Source: an optimization exercise on an open RTL-to-GDS flow (aim: small area, a short achievable clock period and few clock cycles). Production flows keep margins and buffers that such runs may drop.
The RTL was checked by simulation tests, not by an equivalence proof against the original design.
Power and IR drop assume default switching activity.

**design.v**
```verilog
module zs_codec (
    input             clk,
    input             rst,           
    input             host_req,
    input             host_we,
    input      [10:0] host_addr,
    input      [7:0]  host_wdata,
    output            host_ready,
    output reg        host_rvalid,
    output reg [7:0]  host_rdata,
    output            tx_valid,
    output     [31:0] tx_frame,      
    input             tx_ready
);
    localparam [7:0] OP_NOP        = 8'h00;
    localparam [7:0] OP_CW_U16     = 8'h10;
    localparam [7:0] OP_CW_BYTES   = 8'h11;
    localparam [7:0] OP_CW_SUBSYS  = 8'h12;
    localparam [7:0] OP_CW_TYPE    = 8'h13;
    localparam [7:0] OP_CW_NAME    = 8'h14;
    localparam [7:0] OP_CW_SER     = 8'h15;
    localparam [7:0] OP_HDR_BYTES  = 8'h20;
    localparam [7:0] OP_HDR_SER    = 8'h21;
    localparam [7:0] OP_FRM_BYTES  = 8'h22;
    localparam [7:0] OP_FRM_SER    = 8'h23;
    localparam [7:0] OP_CHECKSUM   = 8'h30;
    localparam [7:0] OP_ENV_BYTES  = 8'h31;
    localparam [7:0] OP_ENV_SER    = 8'h32;
    localparam [7:0] OP_ENV_CMD    = 8'h33;
    localparam [7:0] OP_LINK_MAKE  = 8'h40;
    localparam [7:0] OP_LINK_ACK   = 8'h41;
    localparam [7:0] OP_LINK_PARSE = 8'h42;
    localparam [3:0] E_OK        = 4'd0;
    localparam [3:0] E_FRAMING   = 4'd1;
    localparam [3:0] E_CHECKSUM  = 4'd2;
    localparam [3:0] E_TRUNC     = 4'd3;
    localparam [3:0] E_VARIANT   = 4'd4;
    localparam [3:0] E_LENGTH    = 4'd5;
    localparam [3:0] E_ILLEGAL   = 4'd6;
    localparam [2:0] G_NONE = 3'd0, G_ENVSER = 3'd1, G_FRMSER = 3'd2,
                     G_LINK = 3'd3, G_FRMFROM = 3'd4, G_ENVFROM = 3'd5,
                     G_CKSUM = 3'd6;
    localparam [2:0] W_IDLE = 3'd0, W_A1 = 3'd1, W_A2 = 3'd2, W_RUN = 3'd3,
                     W_P1 = 3'd4, W_P2 = 3'd5;
    localparam [1:0] OS_PAY = 2'd0, OS_PAY1 = 2'd1, OS_IB = 2'd2;
    function [15:0] crc_byte;
        input [15:0] c;
        input [7:0]  b;
        integer k;
        reg [15:0] x;
        begin
            x = c ^ {b, 8'h00};
            for (k = 0; k < 8; k = k + 1)
                x = x[15] ? ((x << 1) ^ 16'h1021) : (x << 1);
            crc_byte = x;
        end
    endfunction
    function [15:0] crc_zn;
        input [15:0] c;
        input integer n;
        integer k;
        reg [15:0] x;
        begin
            x = c;
            for (k = 0; k < n; k = k + 1)
                x = crc_byte(x, 8'h00);
            crc_zn = x;
        end
    endfunction
    function [15:0] crc_zeros;
        input [15:0] c;
        input [3:0]  n;
        begin
            case (n[2:0])
                3'd1: crc_zeros = crc_zn(c, 1);
                3'd2: crc_zeros = crc_zn(c, 2);
                3'd3: crc_zeros = crc_zn(c, 3);
                3'd4: crc_zeros = crc_zn(c, 4);
                3'd5: crc_zeros = crc_zn(c, 5);
                3'd6: crc_zeros = crc_zn(c, 6);
                3'd7: crc_zeros = crc_zn(c, 7);
                default: crc_zeros = crc_zn(c, 8);
            endcase
        end
    endfunction
    function known_subsys;
        input [4:0] c;
        begin
            known_subsys = (c <= 5'h09) || (c == 5'h0F) || (c == 5'h15);
        end
    endfunction
    reg [7:0]  op_r;
    reg [3:0]  err_r;
    reg        done_r;
    reg        sticky_r;
    reg [7:0]  cmd0_r, cmd1_r, len_r;
    reg        variant_r;
    reg [15:0] arg_r;
    reg [15:0] res_r;
    reg [8:0]  consumed_r;
    reg [8:0]  ibuf_len_r;
    reg [8:0]  obuf_len_r;
    reg [7:0]  obc0, obc1, obc2, obc3;       
    reg [7:0]  ibs0, ibs1, ibs2, ibs3, ibs4;  
    reg [8:0]  ibs1p4;                       
    reg [7:0]  pay0s;                        
    reg        hold_r;                       
    reg        txv_r;
    reg [7:0]  pend_c;
    reg [15:0] pend_crc;
    reg  [7:0]    ph;
    reg  [2047:0] ibr, payr, obr;
    wire [2047:0] ibr_n, payr_n, obr_n;
    wire [7:0] ib_cur  [0:31];    
    wire [7:0] ib_prt  [0:31];    
    wire [7:0] pay_cur [0:31];    
    wire [7:0] pay_nx  [0:31];    
    wire [7:0] ob_cur  [0:31];
    wire [7:0] ib_nv   [0:31];    
    wire [7:0] pay_nv  [0:31];
    wire [7:0] ob_nv   [0:31];
    genvar gs, gk, gm;
    generate
        for (gs = 0; gs < 256; gs = gs + 1) begin : g_slot
            if (gs % 8 != 0) begin : g_plain
                assign ibr_n [8*gs +: 8] = ibr [8*((gs+1)%256) +: 8];
                assign payr_n[8*gs +: 8] = payr[8*((gs+1)%256) +: 8];
                assign obr_n [8*gs +: 8] = obr [8*((gs+1)%256) +: 8];
            end else begin : g_port
                assign ibr_n [8*gs +: 8] = ib_nv [gs/8];
                assign payr_n[8*gs +: 8] = pay_nv[gs/8];
                assign obr_n [8*gs +: 8] = ob_nv [gs/8];
            end
        end
        for (gk = 0; gk < 32; gk = gk + 1) begin : g_taps
            assign ib_cur [gk] = ibr [8*(8*gk+1) +: 8];
            assign ib_prt [gk] = ibr [8*(8*gk)   +: 8];
            assign pay_cur[gk] = payr[8*(8*gk+1) +: 8];
            assign pay_nx [gk] = payr[8*(8*gk+2) +: 8];
            assign ob_cur [gk] = obr [8*(8*gk+1) +: 8];
        end
    endgenerate
    always @(posedge clk) begin
        ibr  <= ibr_n;
        payr <= payr_n;
        obr  <= obr_n;
    end
    always @(posedge clk) begin
        if (rst) ph <= 8'd0;
        else     ph <= ph + 8'd1;
    end
    reg        e0_v, e1_v;
    reg        e0_we, e1_we;
    reg [7:0]  e0_d, e1_d;
    reg [7:0]  e0_a, e1_a;       
    reg [5:0]  e0_c, e1_c;       
    reg [7:0]  e0_dl, e1_dl;
    reg        rdy_r;
    reg [7:0]  nk0, nk4;         
    assign host_ready = rdy_r;
    wire acc = host_req && rdy_r && !rst;
    wire [10:0] ha     = host_addr;
    wire [5:0]  in_c;
    assign in_c[0] = (ha[10:4] == 7'h00);
    assign in_c[1] = (ha[10:8] == 3'h1) && (ha[7:0] < 8'd250);
    assign in_c[2] = (ha[10:8] == 3'h2);
    assign in_c[3] = (ha[10:8] == 3'h4) && (ha[7:2] == 6'd0);
    assign in_c[4] = ((ha[10:8] == 3'h4) && (ha[7:2] != 6'd0)) ||
                     ((ha[10:8] == 3'h5) && (ha[7:2] == 6'd0));
    assign in_c[5] = (ha == 11'h000) && host_we;
    wire [7:0]  in_dl  = ha[7:0] + ((ha[9] | ha[10]) ? nk4 : nk0);
    wire [7:0]  a      = e0_a;
    wire        a_reg  = e0_c[0];
    wire        a_pay  = e0_c[1];
    wire        a_ib   = e0_c[2];
    wire        a_obc  = e0_c[3];
    wire        a_obr  = e0_c[4];
    wire        a_op   = e0_c[5];
    wire        a_ring = a_pay || a_ib || a_obr;
    wire        a_algn = (e0_dl[2:0] == 3'd0);
    wire [4:0]  a_port = e0_dl[7:3];
    reg [2:0]  g_op;          
    reg        g_ph;          
    reg [7:0]  g_n;           
    reg [8:0]  g_p;           
    reg        reg_pend;      
    reg        tl_pend;       
    reg [2:0]  w_st;
    reg [2:0]  w_cnt;
    reg [8:0]  w_len;         
    reg [7:0]  w_e;           
    reg        w_cpo;         
    reg [1:0]  w_osrc;
    reg        w_cpp;         
    reg        w_psrc;        
    reg        w_xib, w_xpay; 
    reg [4:0]  m_a, m_b;      
    reg        m_w;
    reg [31:0] mask;          
    reg [7:0]  xg0, xg1, xg2, xg3;
    reg [7:0]  xacc;
    reg [7:0]  fcs_r;
    wire w_run  = (w_st == W_RUN);
    wire w_arm  = (w_st == W_A1) || (w_st == W_A2);
    wire w_idle = (w_st == W_IDLE);
    reg [1:0]  tq_st;         
    reg [7:0]  tq_dl;         
    reg [4:0]  tq_port;
    reg [1:0]  tq_cnt;
    reg [1:0]  tq_v;          
    wire [7:0] tq_val = (tq_v == 2'd0) ? res_r[15:8] :
                        (tq_v == 2'd1) ? res_r[7:0]  :
                        (tq_v == 2'd2) ? 8'h7E : xacc;
    wire       tq_w   = (tq_st == 2'd2);
    reg        sv, sfv;
    reg  [8:0] sm;
    reg  [7:0] sx, sf, sfcs;
    reg [15:0] sc;
    reg        pv;
    reg  [7:0] pm;
    reg  [7:0] px;
    reg [1:0]  cr_st;         
    reg [4:0]  cr_port;
    reg [8:0]  cr_cnt;
    reg [7:0]  crc_b;
    reg        crc_bv;
    reg [15:0] crc_r;
    wire [8:0] m_q9  = w_len + 9'd7 - {6'd0, w_e[2:0]};
    wire [5:0] m_q   = m_q9[8:3];
    wire [4:0] m_an  = 5'd0 - w_e[7:3];
    wire [5:0] m_sum = {1'b0, m_an} + m_q;
    wire [31:0] mask_n;
    generate
        for (gk = 0; gk < 32; gk = gk + 1) begin : g_mask
            wire ge = (gk >= m_a);
            wire lt = (gk <  m_b);
            assign mask_n[gk] = m_w ? (ge | lt) : (ge & lt);
        end
    endgenerate
    always @(posedge clk) begin
        m_a  <= m_an;
        m_b  <= m_sum[4:0];
        m_w  <= m_sum[5];
        mask <= mask_n;
    end
    wire        fcs_take = w_run && (g_op == G_ENVFROM) && !g_ph &&
                           (ph[2:0] == g_n[2:0]);
    wire        cr_take  = ((cr_st == 2'd1) && (ph[2:0] == 3'd4)) || (cr_st == 2'd2);
    wire [4:0]  cr_psel  = (cr_st == 2'd1) ? ~ph[7:3] : cr_port;
    reg  [1:0]  ps_ring;            
    reg  [4:0]  ps_port;
    reg  [1:0]  pg_sel;
    reg  [7:0]  pg [0:3];
    wire [7:0]  pg_out = pg[pg_sel];
    generate
        for (gm = 0; gm < 4; gm = gm + 1) begin : g_rgrp
            wire [5:0] sl = 6'd8 * gm + {3'd0, ps_port[2:0]};
            always @(posedge clk)
                pg[gm] <= (ps_ring == 2'd0) ? payr[64*sl +: 8] :
                          (ps_ring == 2'd1) ? ibr [64*sl +: 8] :
                                              obr [64*sl +: 8];
        end
    endgenerate
    wire eng_idle = (g_op == G_NONE);
    reg  can;
    always @(*) begin
        can = 1'b0;
        if (e0_v && !reg_pend) begin
            if (e0_we) begin
                if (a_op)
                    can = hold_r || eng_idle;
                else if (a_pay || a_ib)
                    can = hold_r || (eng_idle && a_algn);
                else
                    can = 1'b1;
            end else begin
                if (a_ring)
                    can = a_algn && !w_arm && !(a_obr && tl_pend);
                else
                    can = 1'b1;
            end
        end
    end
    wire proc    = can;
    wire do_wr   = proc && e0_we && !hold_r;         
    wire issue   = do_wr && a_op;
    wire h_pay_w = do_wr && a_pay;
    wire h_ib_w  = do_wr && a_ib;
    wire [1:0] q_cnt  = {1'b0, e0_v} + {1'b0, e1_v};
    wire [1:0] q_next = q_cnt - {1'b0, proc} + {1'b0, acc};
    always @(posedge clk) begin
        if (rst) begin
            e0_v  <= 1'b0;
            e1_v  <= 1'b0;
            rdy_r <= 1'b0;
            nk0   <= 8'hFF;
            nk4   <= 8'hFB;
        end else begin
            nk0   <= nk0 - 8'd1;
            nk4   <= nk4 - 8'd1;
            rdy_r <= (q_next != 2'd2);
            e0_dl <= e0_dl - 8'd1;
            e1_dl <= e1_dl - 8'd1;
            if (proc || !e0_v) begin
                if (e1_v) begin
                    e0_v <= 1'b1; e0_we <= e1_we; e0_a <= e1_a; e0_d <= e1_d;
                    e0_c <= e1_c; e0_dl <= e1_dl - 8'd1;
                    e1_v <= acc;
                    if (acc) begin
                        e1_we <= host_we; e1_a <= ha[7:0]; e1_d <= host_wdata;
                        e1_c <= in_c; e1_dl <= in_dl;
                    end
                end else begin
                    e0_v <= acc;
                    if (acc) begin
                        e0_we <= host_we; e0_a <= ha[7:0]; e0_d <= host_wdata;
                        e0_c <= in_c; e0_dl <= in_dl;
                    end
                end
            end else if (acc) begin
                e1_v <= 1'b1; e1_we <= host_we; e1_a <= ha[7:0]; e1_d <= host_wdata;
                e1_c <= in_c; e1_dl <= in_dl;
            end
        end
    end
    generate
        for (gk = 0; gk < 32; gk = gk + 1) begin : g_ports
            wire hsel  = (a_port == gk);
            wire ib_w  = h_ib_w  && hsel;
            wire pay_w = h_pay_w && hsel;
            wire cpp   = w_run && w_cpp && mask[gk];
            wire cpo   = w_run && w_cpo && mask[gk];
            wire tlw   = tq_w && (tq_port == gk);
            assign ib_nv[gk]  = ib_w ? e0_d : ib_cur[gk];
            assign pay_nv[gk] = pay_w ? e0_d :
                                cpp ? (w_psrc ? ib_cur[gk] : ib_prt[gk]) :
                                pay_cur[gk];
            assign ob_nv[gk]  = cpo ? ((w_osrc == OS_PAY)  ? pay_cur[gk] :
                                       (w_osrc == OS_PAY1) ? pay_nx[gk] : ib_prt[gk]) :
                                tlw ? tq_val : ob_cur[gk];
        end
    endgenerate
    reg [7:0] xgrp [0:3];
    integer xi, xm;
    always @(*) begin
        for (xm = 0; xm < 4; xm = xm + 1) begin
            xgrp[xm] = 8'h00;
            for (xi = 8*xm; xi < 8*xm + 8; xi = xi + 1)
                xgrp[xm] = xgrp[xm] ^ ({8{mask[xi] & w_xib}}  & ib_cur[xi])
                                    ^ ({8{mask[xi] & w_xpay}} & pay_cur[xi]);
        end
    end
    reg [7:0] rd_reg;
    always @(*) begin
        case (a[3:0])
            4'h0: rd_reg = op_r;
            4'h1: rd_reg = {1'b0, sticky_r, hold_r, done_r, err_r};
            4'h2: rd_reg = cmd0_r;
            4'h3: rd_reg = cmd1_r;
            4'h4: rd_reg = len_r;
            4'h5: rd_reg = {7'd0, variant_r};
            4'h6: rd_reg = arg_r[7:0];
            4'h7: rd_reg = arg_r[15:8];
            4'h8: rd_reg = res_r[7:0];
            4'h9: rd_reg = res_r[15:8];
            4'hA: rd_reg = consumed_r[7:0];
            4'hB: rd_reg = {7'd0, consumed_r[8]};
            4'hC: rd_reg = ibuf_len_r[7:0];
            4'hD: rd_reg = {7'd0, ibuf_len_r[8]};
            4'hE: rd_reg = obuf_len_r[7:0];
            default: rd_reg = {7'd0, obuf_len_r[8]};
        endcase
    end
    wire [7:0] rd_obc = (a[1:0] == 2'd0) ? obc0 : (a[1:0] == 2'd1) ? obc1 :
                        (a[1:0] == 2'd2) ? obc2 : obc3;
    reg       rq1_v, rq1_ring, rq2_v, rq2_ring;
    reg [7:0] rq1_dat, rq2_dat;
    reg       fq1, fq2, cq1, cq2;
    always @(posedge clk) begin
        if (rst) begin
            rq1_v       <= 1'b0;
            rq2_v       <= 1'b0;
            host_rvalid <= 1'b0;
            fq1 <= 1'b0; fq2 <= 1'b0;
            cq1 <= 1'b0; cq2 <= 1'b0;
        end else begin
            rq1_v       <= proc && !e0_we;
            rq2_v       <= rq1_v;
            host_rvalid <= rq2_v;
            fq1 <= fcs_take; fq2 <= fq1;
            cq1 <= cr_take;  cq2 <= cq1;
        end
        rq1_ring <= a_ring;
        rq1_dat  <= a_reg ? rd_reg : a_obc ? rd_obc : 8'h00;
        rq2_ring <= rq1_ring;
        rq2_dat  <= rq1_dat;
        pg_sel   <= ps_port[4:3];
        if (rq2_v)
            host_rdata <= rq2_ring ? pg_out : rq2_dat;
        if (cr_take) begin
            ps_ring <= 2'd1; ps_port <= cr_psel;
        end else if (fcs_take) begin
            ps_ring <= 2'd1; ps_port <= g_n[7:3] - ph[7:3];
        end else begin
            ps_ring <= a_pay ? 2'd0 : a_ib ? 2'd1 : 2'd2;
            ps_port <= a_port;
        end
    end
    assign tx_valid = txv_r;
    assign tx_frame = {8'h7E, pend_crc[7:0], pend_crc[15:8], pend_c};
    wire   tx_acc   = !rst && txv_r && tx_ready;
    reg        ak_pend;
    reg [1:0]  ak_cnt;
    wire       ak_fire = ak_pend && ((ak_cnt == 2'd0) || (ak_cnt == 2'd1 && proc));
    wire [7:0] wd       = e0_d;
    wire [9:0] env_need = 10'd5 + {2'd0, ibs1};
    wire [9:0] frm_need = 10'd3 + {2'd0, ibs0};
    wire [7:0] ack_c    = 8'h80 | {5'd0, arg_r[2:0]};
    wire [8:0] lk_p     = ibuf_len_r;
    wire       lk_fast  = sv && (sm == ibuf_len_r);
    wire       es_fast  = (len_r == 8'd0) || (pv && pm == len_r);
    wire [7:0] es_fold  = len_r ^ cmd0_r ^ cmd1_r;
    task complete;
        input [3:0] e;
        begin
            err_r  <= e;
            done_r <= 1'b1;
            if (e != E_OK)
                sticky_r <= 1'b1;
        end
    endtask
    task sweep;
        input [1:0] lo_code;      
        input [8:0] len;
        begin
            w_len <= len;
            w_e   <= ph + ((lo_code == 2'd0) ? 8'd3 : (lo_code == 2'd1) ? 8'd7 : 8'd6);
            w_st  <= W_A1;
        end
    endtask
    task tail;
        input [7:0] lo;
        input [1:0] n;
        input [1:0] v;
        reg   [7:0] d;
        begin
            d = lo - ph - 8'd1;
            tq_cnt <= n;
            tq_v   <= v;
            tq_dl  <= d;
            tq_port <= d[7:3];
            tq_st  <= (d[2:0] == 3'd0) ? 2'd2 : 2'd1;
        end
    endtask
    always @(posedge clk) begin
        if (rst) begin
            op_r       <= 8'h00;
            err_r      <= E_OK;
            done_r     <= 1'b0;
            sticky_r   <= 1'b0;
            cmd0_r     <= 8'h00;
            cmd1_r     <= 8'h00;
            len_r      <= 8'h00;
            variant_r  <= 1'b0;
            arg_r      <= 16'h0000;
            res_r      <= 16'h0000;
            consumed_r <= 9'd0;
            ibuf_len_r <= 9'd0;
            obuf_len_r <= 9'd0;
            hold_r     <= 1'b0;
            txv_r      <= 1'b0;
            ak_pend    <= 1'b0;
            ak_cnt     <= 2'd0;
            g_op       <= G_NONE;
            w_st       <= W_IDLE;
            w_cpo      <= 1'b0;
            w_cpp      <= 1'b0;
            w_xib      <= 1'b0;
            w_xpay     <= 1'b0;
            reg_pend   <= 1'b0;
            tl_pend    <= 1'b0;
            tq_st      <= 2'd0;
            cr_st      <= 2'd0;
            crc_bv     <= 1'b0;
            xg0 <= 8'h00; xg1 <= 8'h00; xg2 <= 8'h00; xg3 <= 8'h00;
            sv         <= 1'b0;
            sfv        <= 1'b0;
            pv         <= 1'b0;
        end else begin
            if (proc && e0_we && a_reg && a[3:0] == 4'h1 && wd[6])
                sticky_r <= 1'b0;
            if (do_wr && a_reg) begin
                case (a[3:0])
                    4'h2: cmd0_r    <= wd;
                    4'h3: cmd1_r    <= wd;
                    4'h4: len_r     <= wd;
                    4'h5: variant_r <= wd[0];
                    4'h6: arg_r[7:0]  <= wd;
                    4'h7: arg_r[15:8] <= wd;
                    4'hC: ibuf_len_r <= ({ibuf_len_r[8], wd} > 9'd256) ?
                                        9'd256 : {ibuf_len_r[8], wd};
                    4'hD: ibuf_len_r <= ({wd[0], ibuf_len_r[7:0]} > 9'd256) ?
                                        9'd256 : {wd[0], ibuf_len_r[7:0]};
                    default: ;
                endcase
            end
            if (h_ib_w) begin
                case (a[7:0])
                    8'd0: ibs0 <= wd;
                    8'd1: begin ibs1 <= wd; ibs1p4 <= 9'd4 + {1'b0, wd}; end
                    8'd2: ibs2 <= wd;
                    8'd3: ibs3 <= wd;
                    8'd4: ibs4 <= wd;
                    default: ;
                endcase
                if (a[7:0] == 8'd0) begin
                    sv  <= 1'b1;
                    sm  <= 9'd1;
                    sx  <= wd;
                    sc  <= crc_byte(16'h0000, wd);
                    sfv <= 1'b0;
                end else if (sv && {1'b0, a[7:0]} == sm) begin
                    sm <= sm + 9'd1;
                    sx <= sx ^ wd;
                    sc <= crc_byte(sc, wd);
                    if (sm == ibs1p4) begin
                        sf   <= sx ^ ibs0;
                        sfcs <= wd;
                        sfv  <= 1'b1;
                    end
                end else
                    sv <= 1'b0;
            end
            if (h_pay_w) begin
                if (a[7:0] == 8'd0)
                    pay0s <= wd;
                if (a[7:0] == 8'd0) begin
                    pv <= 1'b1;
                    pm <= 8'd1;
                    px <= wd;
                end else if (pv && a[7:0] == pm) begin
                    pm <= pm + 8'd1;
                    px <= px ^ wd;
                end else
                    pv <= 1'b0;
            end
            if (tx_acc) begin
                txv_r   <= 1'b0;
                ak_pend <= 1'b1;
                ak_cnt  <= q_next;
            end else if (ak_pend) begin
                if (ak_fire) begin
                    ak_pend    <= 1'b0;
                    hold_r     <= 1'b0;
                    obc0       <= pend_c;
                    obc1       <= pend_crc[15:8];
                    obc2       <= pend_crc[7:0];
                    obc3       <= 8'h7E;
                    obuf_len_r <= 9'd4;
                    res_r      <= pend_crc;
                    complete(E_OK);
                end else if (proc)
                    ak_cnt <= ak_cnt - 2'd1;
            end
            if (w_run && (w_xib || w_xpay)) begin
                xg0 <= xgrp[0]; xg1 <= xgrp[1]; xg2 <= xgrp[2]; xg3 <= xgrp[3];
            end else begin
                xg0 <= 8'h00; xg1 <= 8'h00; xg2 <= 8'h00; xg3 <= 8'h00;
            end
            xacc <= xacc ^ xg0 ^ xg1 ^ xg2 ^ xg3;
            if (fq2)
                fcs_r <= pg_out;
            if (crc_bv)
                crc_r <= crc_byte(crc_r, crc_b);
            crc_bv <= cq2;
            if (cq2)
                crc_b <= pg_out;
            if (cr_st == 2'd1 && ph[2:0] == 3'd4) begin
                cr_port <= ~ph[7:3];
                cr_cnt  <= cr_cnt - 9'd1;
                cr_st   <= (cr_cnt == 9'd1) ? 2'd0 : 2'd2;
            end else if (cr_st == 2'd2) begin
                cr_cnt <= cr_cnt - 9'd1;
                if (cr_cnt == 9'd1)
                    cr_st <= 2'd0;
            end else if (cr_st == 2'd3) begin
                if (cr_cnt > 9'd8) begin
                    crc_r  <= crc_zeros(crc_r, 4'd8);
                    cr_cnt <= cr_cnt - 9'd8;
                end else begin
                    crc_r <= crc_zeros(crc_r, cr_cnt[3:0]) ^ sc;
                    cr_st <= 2'd0;
                end
            end
            w_e <= w_e + 8'd1;
            case (w_st)
                W_A1: w_st <= W_A2;
                W_A2: begin
                    w_st  <= W_RUN;
                    w_cnt <= 3'd0;
                end
                W_RUN: begin
                    w_cnt <= w_cnt + 3'd1;
                    if (w_cnt == 3'd7)
                        w_st <= W_P1;
                end
                W_P1: w_st <= W_P2;
                W_P2: begin
                    w_st  <= W_IDLE;
                    w_cpo <= 1'b0;
                    w_cpp <= 1'b0;
                    w_xib <= 1'b0;
                    w_xpay <= 1'b0;
                end
                default: ;
            endcase
            if (tq_st == 2'd1) begin
                tq_dl <= tq_dl - 8'd1;
                if (tq_dl[2:0] == 3'd1) begin
                    tq_st   <= 2'd2;
                    tq_port <= tq_dl[7:3];
                end
            end else if (tq_st == 2'd2) begin
                tq_v   <= tq_v + 2'd1;
                tq_cnt <= tq_cnt - 2'd1;
                if (tq_cnt == 2'd1)
                    tq_st <= 2'd0;
            end
            if (g_op != G_NONE) begin
                case (g_op)
                    G_ENVSER: begin
                        if (!g_ph) begin
                            if (w_idle) begin
                                tail(g_n, 2'd1, 2'd3);
                                tl_pend <= 1'b0;
                                g_ph    <= 1'b1;
                            end
                        end else if (w_idle && tq_st == 2'd0)
                            g_op <= G_NONE;
                    end
                    G_LINK: begin
                        if (!g_ph) begin
                            if (cr_st == 2'd0 && !cq1 && !cq2 && !crc_bv) begin
                                res_r    <= crc_r;
                                reg_pend <= 1'b0;
                                g_ph     <= 1'b1;
                                case (g_p)
                                    9'd0: begin obc1 <= crc_r[15:8]; obc2 <= crc_r[7:0]; obc3 <= 8'h7E; end
                                    9'd1: begin obc2 <= crc_r[15:8]; obc3 <= crc_r[7:0]; end
                                    9'd2: begin obc3 <= crc_r[15:8]; end
                                    default: ;
                                endcase
                                if (g_p >= 9'd3)
                                    tail(g_p[7:0] - 8'd3, 2'd3, 2'd0);
                                else if (g_p != 9'd0)
                                    tail(8'd0, g_p[1:0], 2'd3 - g_p[1:0]);
                            end
                        end else if (w_idle && tq_st == 2'd0)
                            g_op <= G_NONE;
                    end
                    G_ENVFROM: begin
                        if (!g_ph) begin
                            if (w_idle) begin
                                reg_pend <= 1'b0;
                                if (fcs_r != xacc) begin
                                    complete(E_CHECKSUM);
                                    g_op <= G_NONE;
                                end else if (g_n > 8'd250) begin
                                    complete(E_LENGTH);
                                    g_op <= G_NONE;
                                end else begin
                                    variant_r  <= 1'b0;
                                    len_r      <= g_n;
                                    cmd0_r     <= ibs2;
                                    cmd1_r     <= ibs3;
                                    res_r      <= {8'd0, xacc};
                                    consumed_r <= 9'd5 + {1'b0, g_n};
                                    complete(E_OK);
                                    pv <= 1'b1;
                                    pm <= g_n;
                                    px <= xacc ^ ibs1 ^ ibs2 ^ ibs3;
                                    g_ph <= 1'b1;
                                    if (g_n == 8'd0)
                                        g_op <= G_NONE;
                                    else begin
                                        pay0s  <= ibs4;
                                        w_cpp  <= 1'b1;
                                        w_psrc <= 1'b1;
                                        sweep(2'd0, {1'b0, g_n});
                                    end
                                end
                            end
                        end else if (w_idle)
                            g_op <= G_NONE;
                    end
                    G_CKSUM: begin
                        if (w_idle) begin
                            res_r    <= {8'd0, xacc};
                            reg_pend <= 1'b0;
                            g_op     <= G_NONE;
                        end
                    end
                    default: begin
                        if (w_idle)
                            g_op <= G_NONE;
                    end
                endcase
            end
            if (issue) begin
                op_r   <= wd;
                done_r <= 1'b0;
                g_ph   <= 1'b0;
                case (wd)
                    OP_NOP: complete(E_OK);
                    OP_CW_U16: begin
                        cmd0_r <= arg_r[7:0];
                        cmd1_r <= arg_r[15:8];
                        complete(E_OK);
                    end
                    OP_CW_BYTES: begin
                        if (ibuf_len_r < 9'd2)
                            complete(E_TRUNC);
                        else begin
                            cmd0_r     <= ibs0;
                            cmd1_r     <= ibs1;
                            consumed_r <= 9'd2;
                            complete(E_OK);
                        end
                    end
                    OP_CW_SUBSYS: begin
                        res_r <= known_subsys(cmd0_r[4:0]) ? {11'd0, cmd0_r[4:0]} : 16'd0;
                        complete(E_OK);
                    end
                    OP_CW_TYPE: begin
                        res_r <= {13'd0, cmd0_r[7:5]};
                        complete(E_OK);
                    end
                    OP_CW_NAME: begin
                        res_r <= {7'd0, known_subsys(cmd0_r[4:0]), 3'd0, cmd0_r[4:0]};
                        complete(E_OK);
                    end
                    OP_CW_SER: begin
                        obc0 <= cmd0_r;
                        obc1 <= cmd1_r;
                        obuf_len_r <= 9'd2;
                        complete(E_OK);
                    end
                    OP_HDR_BYTES: begin
                        if (ibuf_len_r < 9'd3)
                            complete(E_TRUNC);
                        else if (ibs0 > 8'd250)
                            complete(E_LENGTH);
                        else begin
                            len_r      <= ibs0;
                            cmd0_r     <= ibs1;
                            cmd1_r     <= ibs2;
                            consumed_r <= 9'd3;
                            complete(E_OK);
                        end
                    end
                    OP_HDR_SER: begin
                        obc0 <= len_r;
                        obc1 <= cmd0_r;
                        obc2 <= cmd1_r;
                        obuf_len_r <= 9'd3;
                        complete(E_OK);
                    end
                    OP_FRM_BYTES: begin
                        if (ibuf_len_r < 9'd3)
                            complete(E_TRUNC);
                        else if (ibs0 > 8'd250)
                            complete(E_LENGTH);
                        else if ({1'b0, ibuf_len_r} < frm_need)
                            complete(E_TRUNC);
                        else begin
                            len_r      <= ibs0;
                            cmd0_r     <= ibs1;
                            cmd1_r     <= ibs2;
                            consumed_r <= 9'd3 + {1'b0, ibs0};
                            complete(E_OK);
                            if (ibs0 != 8'd0) begin
                                pay0s  <= ibs3;
                                pv     <= 1'b0;
                                g_op   <= G_FRMFROM;
                                w_cpp  <= 1'b1;
                                w_psrc <= 1'b0;
                                sweep(2'd0, {1'b0, ibs0});
                            end
                        end
                    end
                    OP_FRM_SER: begin
                        if (len_r > 8'd250)
                            complete(E_LENGTH);
                        else begin
                            obc0 <= len_r;
                            obc1 <= cmd0_r;
                            obc2 <= cmd1_r;
                            if (len_r != 8'd0)
                                obc3 <= pay0s;
                            obuf_len_r <= 9'd3 + {1'b0, len_r};
                            complete(E_OK);
                            if (len_r > 8'd1) begin
                                g_op   <= G_FRMSER;
                                w_cpo  <= 1'b1;
                                w_osrc <= OS_PAY1;
                                sweep(2'd0, {1'b0, len_r - 8'd1});
                            end
                        end
                    end
                    OP_CHECKSUM: begin
                        xacc <= 8'h00;
                        complete(E_OK);
                        if (ibuf_len_r == 9'd0)
                            res_r <= 16'd0;
                        else if (sv && sm == ibuf_len_r)
                            res_r <= {8'd0, sx};
                        else begin
                            reg_pend <= 1'b1;
                            g_op     <= G_CKSUM;
                            w_xib    <= 1'b1;
                            sweep(2'd1, ibuf_len_r);
                        end
                    end
                    OP_ENV_BYTES: begin
                        xacc <= 8'h00;
                        if (ibuf_len_r < 9'd1 || ibs0 != 8'hFE)
                            complete(E_FRAMING);
                        else if (ibuf_len_r < 9'd2)
                            complete(E_FRAMING);
                        else if ({1'b0, ibuf_len_r} < env_need)
                            complete(E_FRAMING);
                        else if (sv && sfv) begin
                            if (sfcs != sf)
                                complete(E_CHECKSUM);
                            else if (ibs1 > 8'd250)
                                complete(E_LENGTH);
                            else begin
                                variant_r  <= 1'b0;
                                len_r      <= ibs1;
                                cmd0_r     <= ibs2;
                                cmd1_r     <= ibs3;
                                res_r      <= {8'd0, sf};
                                consumed_r <= 9'd5 + {1'b0, ibs1};
                                complete(E_OK);
                                pv <= 1'b1;
                                pm <= ibs1;
                                px <= sf ^ ibs1 ^ ibs2 ^ ibs3;
                                if (ibs1 != 8'd0) begin
                                    pay0s  <= ibs4;
                                    g_op   <= G_ENVFROM;
                                    g_ph   <= 1'b1;
                                    g_n    <= ibs1;
                                    w_cpp  <= 1'b1;
                                    w_psrc <= 1'b1;
                                    sweep(2'd0, {1'b0, ibs1});
                                end
                            end
                        end else begin
                            reg_pend <= 1'b1;
                            g_op     <= G_ENVFROM;
                            g_n      <= ibs1;
                            w_xib    <= 1'b1;
                            sweep(2'd2, {1'b0, ibs1} + 9'd3);
                        end
                    end
                    OP_ENV_SER: begin
                        if (variant_r)
                            complete(E_VARIANT);
                        else if (len_r > 8'd250)
                            complete(E_LENGTH);
                        else begin
                            obc0 <= 8'hFE;
                            obc1 <= len_r;
                            obc2 <= cmd0_r;
                            obc3 <= cmd1_r;
                            obuf_len_r <= 9'd5 + {1'b0, len_r};
                            complete(E_OK);
                            g_op <= G_ENVSER;
                            g_n  <= len_r;
                            if (len_r != 8'd0) begin
                                w_cpo  <= 1'b1;
                                w_osrc <= OS_PAY;
                                sweep(2'd0, {1'b0, len_r});
                            end
                            if (es_fast) begin
                                xacc <= es_fold ^ (len_r == 8'd0 ? 8'h00 : px);
                                g_ph <= 1'b1;
                                tail(len_r, 2'd1, 2'd3);
                            end else begin
                                xacc    <= es_fold;
                                w_xpay  <= 1'b1;
                                tl_pend <= 1'b1;
                            end
                        end
                    end
                    OP_ENV_CMD: begin
                        if (variant_r)
                            complete(E_VARIANT);
                        else begin
                            res_r <= {cmd1_r, cmd0_r};
                            complete(E_OK);
                        end
                    end
                    OP_LINK_MAKE: begin
                        obc0 <= arg_r[7:0];
                        if (lk_p >= 9'd1) obc1 <= ibs0;
                        if (lk_p >= 9'd2) obc2 <= ibs1;
                        if (lk_p >= 9'd3) obc3 <= ibs2;
                        obuf_len_r <= lk_p + 9'd4;
                        complete(E_OK);
                        reg_pend <= 1'b1;
                        g_op     <= G_LINK;
                        g_p      <= lk_p;
                        crc_r    <= crc_byte(16'h0000, arg_r[7:0]);
                        if (lk_p != 9'd0) begin
                            cr_st  <= lk_fast ? 2'd3 : 2'd1;
                            cr_cnt <= lk_p;
                        end
                        if (lk_p >= 9'd4) begin
                            w_cpo  <= 1'b1;
                            w_osrc <= OS_IB;
                            sweep(2'd0, lk_p - 9'd3);
                        end
                    end
                    OP_LINK_ACK: begin
                        pend_c   <= ack_c;
                        pend_crc <= crc_byte(16'h0000, ack_c);
                        hold_r   <= 1'b1;
                        txv_r    <= 1'b1;
                    end
                    OP_LINK_PARSE: begin
                        res_r <= {9'd0, arg_r[6:4] + 3'd1, arg_r[3], arg_r[6:4]};
                        complete(E_OK);
                    end
                    default: complete(E_ILLEGAL);
                endcase
            end
        end
    end
endmodule
```
**run.sh**
```bash
#!/bin/bash
# synth_recipe.tcl (not shown) runs the flow's synth.tcl, then flattens the netlist and writes it again
# the make line also repeats each setting of config.mk as NAME=value (left out here)
make -C /OpenROAD-flow-scripts/flow DESIGN_CONFIG=/design/flow/config.mk WORK_HOME=/design/flow/orfs CLKGATE_MAP_FILE= SYNTH_SCRIPT=/design/flow/synth_recipe.tcl finish
```
**config.mk**
```make
export PLATFORM = sky130hd
export DESIGN_NAME = zs_codec
export DESIGN_NICKNAME = zs_codec
export VERILOG_FILES = /design/flow/design.v
export SDC_FILE = /design/flow/constraint.sdc
export NUM_CORES = 8
export LEC_CHECK = 0
export ABC_CLOCK_PERIOD_IN_PS = 4000
export CAP_MARGIN = 20
export CORE_MARGIN = 2
export CORE_UTILIZATION = 50
export CTS_CLUSTER_DIAMETER = 60
export CTS_CLUSTER_SIZE = 30
export PLACE_DENSITY = 0.65
export SETUP_SLACK_MARGIN = 5
export SLEW_MARGIN = 20
```
**constraint.sdc**
```tcl
create_clock -name core_clock -period 10.0 [get_ports {clk}]
set_input_delay 2.0000 -clock core_clock [delete_from_list [all_inputs] [get_ports {clk}]]
set_output_delay 2.0000 -clock core_clock [all_outputs]
set_load 0.01 [all_outputs]
```
==> results of run 1 <==
## repair_timing
action                     in CTS  in global routing
resized for setup               1                  5
cloned                          0                  0
setup endpoints to repair      11                 18
hold buffers                    0                  0
## logic make-up (layout without fill, tap and decap cells)
kind of cell | count (synthesis) | after routing
AO/OA/AOI/OAI | 3054 | 3054
XOR/XNOR | 983 | 983
adder cells (fa/ha/maj) | 150 | 150
buffers and inverters | 1158 | 1286
flip-flops | 6775 | 6775
multiplexers | 1225 | 1225
other | 2 | 58
AND/OR/NAND/NOR | 3598 | 3598
## where the power goes
group / switching (mW) / leakage [nW] / internal, mW
Clock: 10.3 / 7.12 / 8.64
Combinational: 2.71 / 23.2 / 1.30
Sequential: 0.316 / 55.0 / 27.4
Total: 13.4 / 85.3 / 37.4
## registers in the layout, indices dropped and copies added (netlist names), 16 cells and up
name,cells
crc_r,16
payr,2048
mask,32
sc,16
arg_r,16
pg,32
res_r,16
obr,2048
ibr,2048
## routing by layer
layer | global-route usage, % | vias to the layer above
met5 | 0 | -
met4 | 14.8 | 16
met3 | 5.02 | 1243
met2 | 44.3 | 5099
met1 | 40.8 | 60900
li1 | - | 56900
## layout make-up
class / count / area, sq um
Inverter: 166 / 628
Fill cell: 33200 / 179000
Multi-Input combinational cell: 9030 / 58500
Sequential cell: 6775 / 139000
Clock buffer: 436 / 10400
Clock inverter: 313 / 4390
Tap cell: 5287 / 6620
Timing Repair Buffer: 371 / 3010
Antenna cell: 38 / 95.1
## critical path: cells and delay by family (launching register included)
family / cells / cell delay (ns)
compound gates: 10 / 2.29
fa+ha+maj: 2 / 0.61
buf+inv: 3 / 0.57
flops: 1 / 0.32
simple gates: 1 / 0.70
## cells in the final DEF (no fill, tap or decap), types with 69 or more instances in the layout
master / synthesis / layout
xnor2_1: 656 / 656
nand2b_1: 70 / 69
nand2_1: 1937 / 1934
inv_1: 162 / 158
ha_1: 124 / 124
clkbuf_16: 0 / 406
a21oi_1: 881 / 869
nand3_1: 215 / 213
xor2_1: 289 / 289
o211ai_1: 168 / 168
dfxtp_1: 6435 / 6422
o21ai_0: 1220 / 1219
buf_4: 29 / 317
mux2i_1: 721 / 720
mux4_2: 115 / 115
nor3_1: 90 / 83
a211oi_1: 157 / 156
nor2_1: 961 / 935
edfxtp_1: 340 / 340
mux2_2: 389 / 389
and3_1: 82 / 82
## final timing paths
kind	start	endpoint	slack (ns)
setup / recovery	ibs1p4[1]	g_n[6]	5.13
hold / removal	payr[1206]	payr[1198]	0.28
setup reg to reg	ibs1p4[1]	g_n[6]	5.13
hold reg to reg	payr[1206]	payr[1198]	0.28
## stage by stage
step                      std cells  hold WS, ns
after CTS                     22400        0.283
after floorplan               17000        0.310
after global placement        21600        0.310
final                         22400        0.285
after detailed placement      21600        0.312
after global routing          22400        0.285
==> results by group, run 1 <==
Logic synthesis
  – Mux cell area share after synthesis: 7.04%
  – Synth Instances: 16,900
  – Complex-gate fraction of the synthesized area: 8.94%
  – Seq/Total Area, Yosys: 69.0%
  – Cell area after synthesis: 202,000 sq um
  – Post-synth EDFFs: 340
  – Main combinational cell family by area after synthesis: compound AO/OA/AOI/OAI gates
  – Syn Area/Cell: 11.9 sq um
  – Most frequent cell after synthesis: dfxtp_1
  – Yosys warning total: 3
  – Cell taking the most area after synthesis: dfxtp_1
  – Commonest cells in the netlist: 6,435 x dfxtp_1, 1,937 x nand2_1, 1,220 x o21ai_0
  – Most used DFF post-synth: dfxtp_1
  – Async SR Flop Fraction: 0%
  – Yosys cell types: 93
  – Post-synth top area share: 63.9%
  – Post-synthesis simple-gate area fraction: 7.41%
  – Post-Synth XOR/XNOR Area: 4.49%
  – Synth top area cells: dfxtp_1 64%, edfxtp_1 5.1%, nand2_1 3.6%
  – Post-synthesis adder-cell area fraction: 0.933%
  – Register bit total from synthesis: 6,775

Place
  – Placed cell area: 208,000 sq um
  – Final RePlAce weighted congestion: 1.04
  – Dpl hpwl: 426 mm
  – Port Buffers: 46
  – Pre-CTS setup slack: 4.61 ns

Worst setup path
  – Slowest CP cell: a21oi_2
  – CP cell instances: buf_4 > inv_1 > ha_1 > inv_1 > ha_1 > o21a_1 > o21a_1 > o21a_1 > o21a_1 > o21a_1 > o21a_1 > o21a_1 > o21ai_0 > a21oi_2 > a21oi_1 > nor2_1
  – Reg2Reg Depth: 16
  – Critical path class: reg -> reg
  – Most used cell, CP: o21a_1
  – Crit-path max cell delay: 0.92 ns
  – CP arrival: 5.48 ns
  – Crit. End Element: register
  – Critical Path Fanout Max: 15
  – Startpoint types: register
  – WP data required: 10.61 ns

Global route
  – Largest net degree at the start of global routing: 89
  – First-pass GRT wire length: 864 mm
  – Grt ovf: 0
  – Antenna violations before repair: 42
  – Gr usage total: 29.4%
  – Number of global-route vias before repair: 116,000

Detailed routing
  – Highest routed layer: met5
  – Drt wl/cell: 27.5 um
  – Vias per inst: 5.54
  – Metal3 WL: 47.0 mm
  – Initial detailed-routing violation count: 13,900
  – Final ANT Viol Nets: 0
  – DR vias: 124,000
  – DR pass1 iterations: 12
  – WL met2: 264 mm
  – # DRC: 0
  – Met1 WL: 269 mm
  – Routed WL: 615 mm

Floorplan
  – Core box area: 402,000 sq um
  – Num rows: 233
  – Die height: 639 um
  – Chip Width: 639 um
  – Top Ports: 67
  – Initial Util: 50.2%
  – Die ar.: 408,000 sq um

Clocking
  – Clock latency (worst-skew pair): 1.06 ns
  – Clock sink count: 6,775
  – Clock Root Buffer: clkbuf_16
  – Cts bufs inserted: 402
  – CTS tree: yes
  – CTS H-tree lvls: 5
  – CTS clock-pin slew for the worst setup and hold paths: 0.10 ns
  – Post-CTS Setup Repair Bufs: 0
  – Clk buf depth: 4

Timing
  – Tightest Pin Transition: 1.21 ns
  – Max-Slew Margin vs Limit: 19.0%
  – Unrepaired setup endpoints after global routing: false
  – Final period util: 48.7%
  – Fin Setup TNS: 0 ns
  – Period minus WS final: 4.87 ns
  – Final setup vio count: 0
  – Setup Skew: 0.111 ns
  – Final hold viol count: 0
  – Max Fclk: 205 MHz
  – Slew Limit Fails: 0
  – Worst setup margin: 5.13 ns

Power
  – Power Total: 50.8 mW
  – Worst ir drop on vdd: 0.000208 V
  – Leak: 85.3 nW
  – Power Density: 228 nW/um^2

Finish
  – Design Area, Final: 223,000 sq um
  – Area Growth Syn to Fin: 10.5%
  – Nets: 16,900
  – Share of layout cells above drive strength 1: 9.91%
  – Final Util: 55.4%

Hold path
  – Hold path depth: 0
  – Hold Path Class: reg -> reg

Run status
  – Outcome: no timing/DRC/antenna violations

Run
  – Max-cap violations: 0
Testbench counts, summed over its fixed seeds: cycles 110,492.
==> inputs of run 2 (changes only) <==
--- a/design.v
+++ b/design.v
@@ -184,20 +184,19 @@
     reg [7:0]  g_n;           
     reg [8:0]  g_p;           
     reg        reg_pend;      
-    reg        tl_pend;       
     reg [2:0]  w_st;
-    reg [2:0]  w_cnt;
+    reg [3:0]  w_cnt;
     reg [8:0]  w_len;         
     reg [7:0]  w_e;           
     reg        w_cpo;         
     reg [1:0]  w_osrc;
     reg        w_cpp;         
     reg        w_psrc;        
-    reg        w_xib, w_xpay; 
-    reg [4:0]  m_a, m_b;      
+    reg        w_xib;         
+    reg [3:0]  m_a, m_b;      
     reg        m_w;
-    reg [31:0] mask;          
-    reg [7:0]  xg0, xg1, xg2, xg3;
+    reg [15:0] mask;          
+    reg [7:0]  xg0, xg1;
     reg [7:0]  xacc;
     reg [7:0]  fcs_r;
     wire w_run  = (w_st == W_RUN);
@@ -220,18 +219,19 @@
     reg  [7:0] pm;
     reg  [7:0] px;
     reg [1:0]  cr_st;         
+    reg        st_pay;        
     reg [4:0]  cr_port;
     reg [8:0]  cr_cnt;
     reg [7:0]  crc_b;
     reg        crc_bv;
     reg [15:0] crc_r;
-    wire [8:0] m_q9  = w_len + 9'd7 - {6'd0, w_e[2:0]};
-    wire [5:0] m_q   = m_q9[8:3];
-    wire [4:0] m_an  = 5'd0 - w_e[7:3];
-    wire [5:0] m_sum = {1'b0, m_an} + m_q;
-    wire [31:0] mask_n;
+    wire [8:0] m_q9  = w_len + 9'd15 - {5'd0, w_e[3:0]};
+    wire [4:0] m_q   = m_q9[8:4];
+    wire [3:0] m_an  = 4'd0 - w_e[7:4];
+    wire [4:0] m_sum = {1'b0, m_an} + m_q;
+    wire [15:0] mask_n;
     generate
-        for (gk = 0; gk < 32; gk = gk + 1) begin : g_mask
+        for (gk = 0; gk < 16; gk = gk + 1) begin : g_mask
             wire ge = (gk >= m_a);
             wire lt = (gk <  m_b);
             assign mask_n[gk] = m_w ? (ge | lt) : (ge & lt);
@@ -239,14 +239,16 @@
     endgenerate
     always @(posedge clk) begin
         m_a  <= m_an;
-        m_b  <= m_sum[4:0];
-        m_w  <= m_sum[5];
+        m_b  <= m_sum[3:0];
+        m_w  <= m_sum[4];
         mask <= mask_n;
     end
     wire        fcs_take = w_run && (g_op == G_ENVFROM) && !g_ph &&
                            (ph[2:0] == g_n[2:0]);
-    wire        cr_take  = ((cr_st == 2'd1) && (ph[2:0] == 3'd4)) || (cr_st == 2'd2);
-    wire [4:0]  cr_psel  = (cr_st == 2'd1) ? ~ph[7:3] : cr_port;
+    wire        cr_algn  = st_pay ? (ph[2:0] == 3'd0) : (ph[2:0] == 3'd4);
+    wire [4:0]  cr_p0    = st_pay ? (5'd0 - ph[7:3]) : ~ph[7:3];
+    wire        cr_take  = ((cr_st == 2'd1) && cr_algn) || (cr_st == 2'd2);
+    wire [4:0]  cr_psel  = (cr_st == 2'd1) ? cr_p0 : cr_port;
     reg  [1:0]  ps_ring;            
     reg  [4:0]  ps_port;
     reg  [1:0]  pg_sel;
@@ -262,6 +264,7 @@
         end
     endgenerate
     wire eng_idle = (g_op == G_NONE);
+    wire cp_young = w_run && !w_cnt[3];
     reg  can;
     always @(*) begin
         can = 1'b0;
@@ -275,7 +278,8 @@
                     can = 1'b1;
             end else begin
                 if (a_ring)
-                    can = a_algn && !w_arm && !(a_obr && tl_pend);
+                    can = a_algn && !w_arm && !(cp_young && a_port[0] &&
+                                                 ((a_obr && w_cpo) || (a_pay && w_cpp)));
                 else
                     can = 1'b1;
             end
@@ -328,8 +332,8 @@
             wire hsel  = (a_port == gk);
             wire ib_w  = h_ib_w  && hsel;
             wire pay_w = h_pay_w && hsel;
-            wire cpp   = w_run && w_cpp && mask[gk];
-            wire cpo   = w_run && w_cpo && mask[gk];
+            wire cpp   = (gk % 2 == 0) && w_run && w_cpp && mask[gk/2];
+            wire cpo   = (gk % 2 == 0) && w_run && w_cpo && mask[gk/2];
             wire tlw   = tq_w && (tq_port == gk);
             assign ib_nv[gk]  = ib_w ? e0_d : ib_cur[gk];
             assign pay_nv[gk] = pay_w ? e0_d :
@@ -340,14 +344,13 @@
                                 tlw ? tq_val : ob_cur[gk];
         end
     endgenerate
-    reg [7:0] xgrp [0:3];
+    reg [7:0] xgrp [0:1];
     integer xi, xm;
     always @(*) begin
-        for (xm = 0; xm < 4; xm = xm + 1) begin
+        for (xm = 0; xm < 2; xm = xm + 1) begin
             xgrp[xm] = 8'h00;
             for (xi = 8*xm; xi < 8*xm + 8; xi = xi + 1)
-                xgrp[xm] = xgrp[xm] ^ ({8{mask[xi] & w_xib}}  & ib_cur[xi])
-                                    ^ ({8{mask[xi] & w_xpay}} & pay_cur[xi]);
+                xgrp[xm] = xgrp[xm] ^ ({8{mask[xi] & w_xib}} & ib_cur[2*xi]);
         end
     end
     reg [7:0] rd_reg;
@@ -398,7 +401,7 @@
         if (rq2_v)
             host_rdata <= rq2_ring ? pg_out : rq2_dat;
         if (cr_take) begin
-            ps_ring <= 2'd1; ps_port <= cr_psel;
+            ps_ring <= st_pay ? 2'd0 : 2'd1; ps_port <= cr_psel;
         end else if (fcs_take) begin
             ps_ring <= 2'd1; ps_port <= g_n[7:3] - ph[7:3];
         end else begin
@@ -476,13 +479,11 @@
             w_cpo      <= 1'b0;
             w_cpp      <= 1'b0;
             w_xib      <= 1'b0;
-            w_xpay     <= 1'b0;
             reg_pend   <= 1'b0;
-            tl_pend    <= 1'b0;
             tq_st      <= 2'd0;
             cr_st      <= 2'd0;
             crc_bv     <= 1'b0;
-            xg0 <= 8'h00; xg1 <= 8'h00; xg2 <= 8'h00; xg3 <= 8'h00;
+            xg0 <= 8'h00; xg1 <= 8'h00;
             sv         <= 1'b0;
             sfv        <= 1'b0;
             pv         <= 1'b0;
@@ -562,21 +563,21 @@
                 end else if (proc)
                     ak_cnt <= ak_cnt - 2'd1;
             end
-            if (w_run && (w_xib || w_xpay)) begin
-                xg0 <= xgrp[0]; xg1 <= xgrp[1]; xg2 <= xgrp[2]; xg3 <= xgrp[3];
+            if (w_run && w_xib) begin
+                xg0 <= xgrp[0]; xg1 <= xgrp[1];
             end else begin
-                xg0 <= 8'h00; xg1 <= 8'h00; xg2 <= 8'h00; xg3 <= 8'h00;
+                xg0 <= 8'h00; xg1 <= 8'h00;
             end
-            xacc <= xacc ^ xg0 ^ xg1 ^ xg2 ^ xg3;
+            xacc <= xacc ^ xg0 ^ xg1 ^ ((crc_bv && st_pay) ? crc_b : 8'h00);
             if (fq2)
                 fcs_r <= pg_out;
-            if (crc_bv)
+            if (crc_bv && !st_pay)
                 crc_r <= crc_byte(crc_r, crc_b);
             crc_bv <= cq2;
             if (cq2)
                 crc_b <= pg_out;
-            if (cr_st == 2'd1 && ph[2:0] == 3'd4) begin
-                cr_port <= ~ph[7:3];
+            if (cr_st == 2'd1 && cr_algn) begin
+                cr_port <= cr_p0;
                 cr_cnt  <= cr_cnt - 9'd1;
                 cr_st   <= (cr_cnt == 9'd1) ? 2'd0 : 2'd2;
             end else if (cr_st == 2'd2) begin
@@ -597,12 +598,19 @@
                 W_A1: w_st <= W_A2;
                 W_A2: begin
                     w_st  <= W_RUN;
-                    w_cnt <= 3'd0;
+                    w_cnt <= 4'd0;
                 end
                 W_RUN: begin
-                    w_cnt <= w_cnt + 3'd1;
-                    if (w_cnt == 3'd7)
-                        w_st <= W_P1;
+                    w_cnt <= w_cnt + 4'd1;
+                    if (w_cnt == 4'd15) begin
+                        if (w_xib)
+                            w_st <= W_P1;       
+                        else begin
+                            w_st  <= W_IDLE;
+                            w_cpo <= 1'b0;
+                            w_cpp <= 1'b0;
+                        end
+                    end
                 end
                 W_P1: w_st <= W_P2;
                 W_P2: begin
@@ -610,7 +618,6 @@
                     w_cpo <= 1'b0;
                     w_cpp <= 1'b0;
                     w_xib <= 1'b0;
-                    w_xpay <= 1'b0;
                 end
                 default: ;
             endcase
@@ -630,10 +637,10 @@
                 case (g_op)
                     G_ENVSER: begin
                         if (!g_ph) begin
-                            if (w_idle) begin
+                            if (cr_st == 2'd0 && !cq1 && !cq2 && !crc_bv) begin
                                 tail(g_n, 2'd1, 2'd3);
-                                tl_pend <= 1'b0;
-                                g_ph    <= 1'b1;
+                                reg_pend <= 1'b0;
+                                g_ph     <= 1'b1;
                             end
                         end else if (w_idle && tq_st == 2'd0)
                             g_op <= G_NONE;
@@ -887,9 +894,11 @@
                                 g_ph <= 1'b1;
                                 tail(len_r, 2'd1, 2'd3);
                             end else begin
-                                xacc    <= es_fold;
-                                w_xpay  <= 1'b1;
-                                tl_pend <= 1'b1;
+                                xacc     <= es_fold;
+                                reg_pend <= 1'b1;
+                                st_pay   <= 1'b1;
+                                cr_st    <= 2'd1;
+                                cr_cnt   <= {1'b0, len_r};
                             end
                         end
                     end
@@ -912,6 +921,7 @@
                         g_op     <= G_LINK;
                         g_p      <= lk_p;
                         crc_r    <= crc_byte(16'h0000, arg_r[7:0]);
+                        st_pay   <= 1'b0;
                         if (lk_p != 9'd0) begin
                             cr_st  <= lk_fast ? 2'd3 : 2'd1;
                             cr_cnt <= lk_p;
==> flow/run.sh (new file) <==
#!/bin/bash
set -uo pipefail
bash standard.sh SETUP_SLACK_MARGIN=6.5 finish > flow_make.log 2>&1
status=$?
echo "standard.sh exit status $status" >> flow_make.log
exit $status
==> standard.sh (new file) <==
#!/bin/bash
# synth_recipe.tcl (not shown) runs the flow's synth.tcl, then flattens the netlist and writes it again
# the make line also repeats each setting of config.mk as NAME=value (left out here)
make -C /OpenROAD-flow-scripts/flow DESIGN_CONFIG=/design/flow/config.mk WORK_HOME=/design/flow/orfs CLKGATE_MAP_FILE= SYNTH_SCRIPT=/design/flow/synth_recipe.tcl "${@:-finish}"
--- a/config.mk
+++ b/config.mk
@@ -5,11 +5,11 @@
 export SDC_FILE = /design/flow/constraint.sdc
 export NUM_CORES = 8
 export LEC_CHECK = 0
-export ABC_CLOCK_PERIOD_IN_PS = 4000
+export ABC_CLOCK_PERIOD_IN_PS = 3500
 export CAP_MARGIN = 20
 export CORE_MARGIN = 2
 export CORE_UTILIZATION = 50
-export CTS_CLUSTER_DIAMETER = 60
+export CTS_CLUSTER_DIAMETER = 70
 export CTS_CLUSTER_SIZE = 30
 export PLACE_DENSITY = 0.65
 export SETUP_SLACK_MARGIN = 5
removed: run.sh
==> run 2 against run 1 <==
Count of clock-buffer cells in the layout is 99 lower. Critical path depth is 2 lower. Final area is 5.4% lower. Hold slack better by 0.013 ns. Flip-flop and latch count is 34 lower. Power is 3.4% lower. Setup slack better by 0.83 ns. Global-route usage is 1.2 points lower. Cell count is 11% lower.
==> results by group, run 2 <==
Finish
  – Most frequent cells in the layout: 6,369 x dfxtp_1, 1,238 x nand2_1, 922 x o21ai_0
  – Largest registers: ibr x2048, obr x2048, payr x2048
  – Share of layout cells above drive strength 1: 14.4%
  – Design Area, Final: 211,000 sq um
  – # fillers: 30,800
  – Fin cells: 19,900
  – Area Growth Syn to Fin: 11.8%
  – Commonest non-fill, non-tap cell in the layout: dfxtp_1
  – Nets: 14,900

Clocking
  – Clk buf depth: 4
  – Cts bufs inserted: 305
  – Clock Root Buffer: clkbuf_16
  – Clock sink count: 6,741
  – Hold Buf Count CTS: 0
  – CTS H-tree lvls: 5
  – CTS tree: yes
  – CTS clock-pin slew for the worst setup and hold paths: 0.11 ns
  – Clock latency (worst-skew pair): 0.99 ns

Timing
  – Setup Skew: 0.0912 ns
  – Unrepaired setup endpoints after global routing: true
  – Max-Slew Margin vs Limit: 15.8%
  – Tightest Pin Transition: 1.25 ns
  – Hold WS: 0.298 ns
  – Fin Setup TNS: 0 ns
  – Period minus WS final: 4.05 ns
  – Final hold viol count: 0
  – Final period util: 40.5%
  – Max Fclk: 247 MHz
  – Slew Limit Fails: 0
  – Final setup vio count: 0

Power
  – Worst ir drop on vdd: 0.000558 V
  – Combinational share of power: 13.8%
  – Power Total: 49.0 mW
  – Clock power share: 29.9%
  – Switching power: 12.2 mW
  – Sw Ratio: 25.0%
  – Leak: 79.9 nW
  – Power Density: 233 nW/um^2
  – P_int: 36.8 mW
  – Seq pwr share: 56.3%

Logic synthesis
  – Seq/Total Area, Yosys: 73.4%
  – Yosys cell types: 93
  – Synth top area cells: dfxtp_1 68%, edfxtp_1 5.4%, mux2_2 2.8%
  – Async SR Flop Fraction: 0%
  – Synth Instances: 14,600
  – Cell area after synthesis: 189,000 sq um
  – Syn Area/Cell: 12.9 sq um
  – Post-synth EDFFs: 342
  – Most used DFF post-synth: dfxtp_1
  – Most frequent cell after synthesis: dfxtp_1
  – Register bit total from synthesis: 6,741
  – Commonest cells in the netlist: 6,399 x dfxtp_1, 1,266 x nand2_1, 985 x o21ai_0
  – Yosys warning total: 3
  – Cell taking the most area after synthesis: dfxtp_1
  – Post-synth top area share: 68.0%

Global route
  – Antenna violations before repair: 49
  – Gr usage total: 28.2%
  – First-pass GRT wire length: 767 mm
  – Number of global-route vias before repair: 102,000
  – Grt ovf: 0
  – Largest net degree at the start of global routing: 149

Floorplan
  – Core box area: 376,000 sq um
  – Initial Util: 50.2%
  – Num rows: 225
  – Die ar.: 382,000 sq um
  – Chip Width: 618 um
  – Die height: 618 um
  – Top Ports: 67

Worst setup path
  – Internal reg-to-reg setup slack: 5.95 ns
  – Crit. End Element: register
  – Worst r2r src: crc_r[6]
  – Worst flop-to-flop path endpoint: crc_r[15]
  – Critical path class: reg -> reg
  – Critical Path Fanout Max: 6
  – Critical Path Start: crc_r[6]
  – CP arrival: 4.74 ns
  – WP data required: 10.70 ns
  – Startpoint types: register
  – Reg2Reg Depth: 14

Detailed routing
  – Initial detailed-routing violation count: 11,800
  – Routed WL: 555 mm
  – # DRC: 0
  – Drt wl/cell: 27.8 um
  – DR pass1 iterations: 9
  – Final ANT Viol Nets: 0
  – DR vias: 109,000
  – Vias per inst: 5.47

Hold path
  – Hold Crit Start: payr[1886]
  – Hold path depth: 0
  – Hold Path Class: reg -> reg
  – Hold Crit Endpoint: payr[1878]

Place
  – Dpl hpwl: 367 mm
  – Final RePlAce weighted congestion: 1.00
  – Placed cell area: 195,000 sq um
  – Port Buffers: 46
  – Inst Count DP: 19,100

Run
  – Max-cap violations: 0

Run status
  – Outcome: no timing/DRC/antenna violations
[run 2: cell type report]
cell class	count	area, sq um	share of cell area [%]
inverter	143	578	0.274
tap	4994	6250	2.97
antenna	34	85.1	0.0404
multi-input combinational	6957	49900	23.7
clock inverter	109	1530	0.726
timing repair buffer	626	6060	2.87
timing repair inverter	1	7.51	0.00356
sequential	6741	138000	65.7
clock buffer	337	7920	3.76
[run 2: logic make-up (layout without fill, tap and decap cells)]
family	Yosys count	count (layout)	synth area share (%)
xor+xnor	699	699	3.60
simple gates	2586	2588	5.74
fa+ha+maj	139	139	0.940
buf+inv	910	1216	1.89
flops	6741	6741	73.4
compound gates	2446	2447	7.70
other cells	2	54	0.00398
mux	1064	1064	6.73
[run 2: worst max-delay path by stage]
stage | endpoint | slack, ns | cells after the start
floorplan | e0_dl[6] | 5.93 | 14
global placement | e0_dl[6] | 4.96 | 15
detailed placement | e0_dl[6] | 4.99 | 15
CTS | crc_r[8] | 6.02 | 14
global route | crc_r[1] | 5.80 | 16
finish | crc_r[15] | 5.95 | 14
[run 2: per-stage QoR]
step                      setup slack [ns]  utilization [%]
after CTS                             6.02             55.5
after detailed placement              4.99             51.9
after global routing                  5.80             56.1
after global placement                4.96             51.9
final                                 5.95             56.1
after floorplan                       5.93                -
[run 2: metal layers]
| metal | wire (um) | part of all wire [%] | GRT usage [%] |
|---|---|---|---|
| met1 | 238000 | 43 | 38.4 |
| met2 | 239000 | 43 | 43.0 |
| met3 | 41300 | 7.4 | 4.80 |
| met4 | 36900 | 6.6 | 15.5 |
| met5 | 103 | 0.019 | 0 |
[run 2: power groups by stage]
stage,clock network [mW],registers [mW],logic (mW)
final,14.7,27.6,6.77
after CTS,14.9,27.6,5.52
after global placement,0,28.2,4.23
after global routing,15.8,27.6,7.03
after floorplan,0,27.9,3.22
after detailed placement,0,28.2,4.18
[run 2: repair_timing]
item,CTS,global route
pin swaps,137,145
setup buffers,218,97
cloned,12,4
gates resized for setup,528,268
setup endpoints to repair,924,259
[run 2: critical path, cell delays in order, from the launching register on]
cell,delay (ns)
edfxtp_1,0.44
xnor3_4,0.58
xor2_4,0.22
xnor3_4,0.56
xnor2_4,0.30
xor2_4,0.24
xor2_4,0.24
xor2_4,0.28
xnor2_4,0.18
buf_6,0.13
xnor2_2,0.11
a21oi_1,0.10
xor2_1,0.15
o21ai_1,0.16
nand2_1,0.09
Testbench counts of run 2, summed over its fixed seeds: cycles 111,908.

static timing again, ports no longer ideal:
The results above use ideal ports. As a check the final layouts listed here were re-extracted and re-timed, cells and wires unchanged.
Step 1, drivers: a clkbuf_16 drives clk and a buf_2 each remaining input, both assumed.
Step 2 times the ports against the registers' clock, not the clock port: input delays grow and output delays shrink by t, the midpoint of the rising clock arrivals with the driver on.
Slacks: ideal ports / drivers / drivers and shift; pairs: ideal ports / drivers.
run	shift t [ns]	setup WS [ns]	slew at the worst register clock pin (ns)	worst slew at a driven data input, ns
run 1	1.114	5.127 / 5.127 / 4.489	0.11 / 0.11	0.04
run 2	1.043	5.955 / 5.955 / 5.462	0.11 / 0.11	0.07
After both steps setup and hold are still met in every run listed. For run 1, which loses most, drivers alone change the setup slack by 0.000 ns; drivers and shift together by -0.638 ns.
